This is an optimization exercise on Yosys and OpenROAD, whose aim is small area, not a production implementation.
The RTL was checked by simulation tests, not by an equivalence proof against the original design.
Power figures rest on the tool's default switching activity, not on a simulated workload.

Setup of run 1:
## nexa_tx
module nexa_tx (
    input  wire        clk,
    input  wire        rst,
    input  wire        start,
    input  wire [63:0] cmd,
    input  wire [31:0] now_us,
    output wire        pin,
    output wire        busy,
    output wire        fault
);
export LEC_CHECK = 0
export CAP_MARGIN = 20
export CORE_MARGIN = 2
export CORE_UTILIZATION = 40
export PLACE_DENSITY = 0.6
export SLEW_MARGIN = 20
create_clock -name core_clock -period 10.0 [get_ports {clk}]
standard.sh (not shown) runs the stock make flow with config.mk's settings and CLKGATE_MAP_FILE= SYNTH_SCRIPT=/design/flow/synth_recipe.tcl, a recipe that flattens the netlist after the stock synthesis.
==> flow/flow/run.sh <==
#!/bin/bash
# Standard ORFS layout, with single-drive port buffers and a lighter clock tree
# (no dummy loads). Full tool output goes to standard.log and ORFS's own logs.
set -o pipefail
bash standard.sh BUFFER_PORTS_ARGS="-buffer_cell sky130_fd_sc_hd__buf_1" \
  CTS_ARGS="-sink_clustering_enable -repair_clock_nets -dont_use_dummy_load -buf_list {sky130_fd_sc_hd__clkbuf_4 sky130_fd_sc_hd__clkbuf_8}" \
  finish > standard.log 2>&1
The inputs of run 2 differ from those of run 1 as listed below.
- GPL_TIMING_DRIVEN newly set to 0
==> flow/flow/run.sh <==
#!/bin/bash
# Standard ORFS layout with three changes:
#  - abc maps the combinational logic with an area-oriented script
#    (flow/abc_area.script, used through ABC_AREA=1 from a copy of the
#    ORFS scripts folder that differs only in that file);
#  - single-drive port buffers;
#  - a lighter clock tree (clkbuf_4/8, no dummy loads).
# Full tool output goes to standard.log and ORFS's own logs.
set -o pipefail
cp -r "$FLOW_HOME/scripts" scripts_mod
cp flow/abc_area.script scripts_mod/abc_area.script
bash standard.sh SCRIPTS_DIR="$PWD/scripts_mod" ABC_AREA=1 \
  BUFFER_PORTS_ARGS="-buffer_cell sky130_fd_sc_hd__buf_1" \
  CTS_ARGS="-sink_clustering_enable -repair_clock_nets -dont_use_dummy_load -buf_list {sky130_fd_sc_hd__clkbuf_4 sky130_fd_sc_hd__clkbuf_8}" \
  finish > standard.log 2>&1
==> flow/flow/abc_area.script (new file) <==
&get -n
&st
&dch
&nf -R 1000 -p -a
&put
topo
dnsize -c
Wire length of the first global-routing pass shrinks by more than 10% when moving from run 1 to run 2. Compared run 2 against run 1; area fraction of clock buffers and clock inverters within noise. The final report for run 2 shows a completed flow and a layout that fails verification, specifically setup timing. Higher met2 track demand over resource goes to run 1 over run 2. Run 1 → run 2: number of multi-input logic gates lost 17, total setup buffers inserted after CTS increased by 13 relative to the old numbers, longest individual stage delay on the worst path fell by 0.46 ns. Against run 1 as the reference, run 2 delivers a lower wire length. Going from run 1 to run 2, total count of max-transition violations in the final report flat; power share of the combinational group now sits lower. Of run 2 and run 1, the run reporting the lower core utilization was run 1.
Edits applied to the flow inputs when going from run 2 to run 3:
- a deleted GPL_TIMING_DRIVEN that had been 0
==> flow/flow/abc_area.script <==
&get -n
&st
&dch
&nf -p
&st
&dch
&nf -p
&put
buffer -c
topo
stime -c
upsize -c
dnsize -c
Results
- Run 3 ran to completion and came out clean on the timing, design-rule and antenna checks.
- Run 2 had finished all stages when the layout checks came back failing, citing setup timing.
- Run 3: post-synthesis average cell area is 1.0 um^2 lower than what run 2 reported.
- Setup slack in run 3 is larger than in run 2.
- Maximum clock path buffer count of run 3 is on par with run 2.
- Layout inverter count without the clock tree: lower on run 2
> inputs changed (run 3 -> run 4)
- putting GPL_TIMING_DRIVEN at 0 where nothing was set
==> flow/flow/run.sh <==
#!/bin/bash
# Standard ORFS layout, with single-drive port buffers and a lighter clock tree
# (no dummy loads). Full tool output goes to standard.log and ORFS's own logs.
set -o pipefail
bash standard.sh BUFFER_PORTS_ARGS="-buffer_cell sky130_fd_sc_hd__buf_1" \
  CTS_ARGS="-sink_clustering_enable -repair_clock_nets -dont_use_dummy_load -buf_list {sky130_fd_sc_hd__clkbuf_4 sky130_fd_sc_hd__clkbuf_8}" \
  finish > standard.log 2>&1
removed: flow/flow/abc_area.script
==> comparison <==
Final estimated routing congestion in global placement: run 4 higher than run 3
Overall die width was lower in the run labelled run 3.
Relative to run 3, run 4 degrades design area.
Run 4 finished all stages; the layout is clean.
Sort run 3 and run 4 by post-placement cell area asc -> top: run 3

afterwards: timing with drivers on the ports:
The results above use ideal ports. As a check the final layouts listed here were re-extracted and re-timed, cells and wires unchanged.
Step 1 sets driving cells, clkbuf_16 on the clock port and buf_2 on the other inputs (assumed; they add their load-dependent delay and slew).
Step 2 also shifts input and output timing later by t, the mid clock arrival at the registers, as if the neighbouring blocks saw the same clock.
Slacks: ideal / step 1 / step 2; pairs: ideal / step 1.
| run | t (ns) | setup WS [ns] | hold WS [ns] | clock arrival spread, ns | worst data-port slew with drivers (ns) |
|---|---|---|---|---|---|
| run 1 | 0.395 | 2.085 / 2.085 / 1.716 | 0.468 / 0.468 / 0.468 | 0.028 / 0.029 | 0.05 |
| run 2 | 0.389 | -2.274 / -2.269 / -2.657 | 0.475 / 0.475 / 0.475 | 0.031 / 0.031 | 0.05 |
| run 3 | 0.396 | 2.309 / 2.310 / 1.917 | 0.497 / 0.497 / 0.497 | 0.030 / 0.031 | 0.05 |
| run 4 | 0.404 | 1.517 / 1.517 / 1.517 | 0.475 / 0.475 / 0.475 | 0.030 / 0.030 | 0.05 |
For run 3, which loses most, drivers alone change the setup slack by +0.001 ns; drivers and shift together by -0.392 ns.
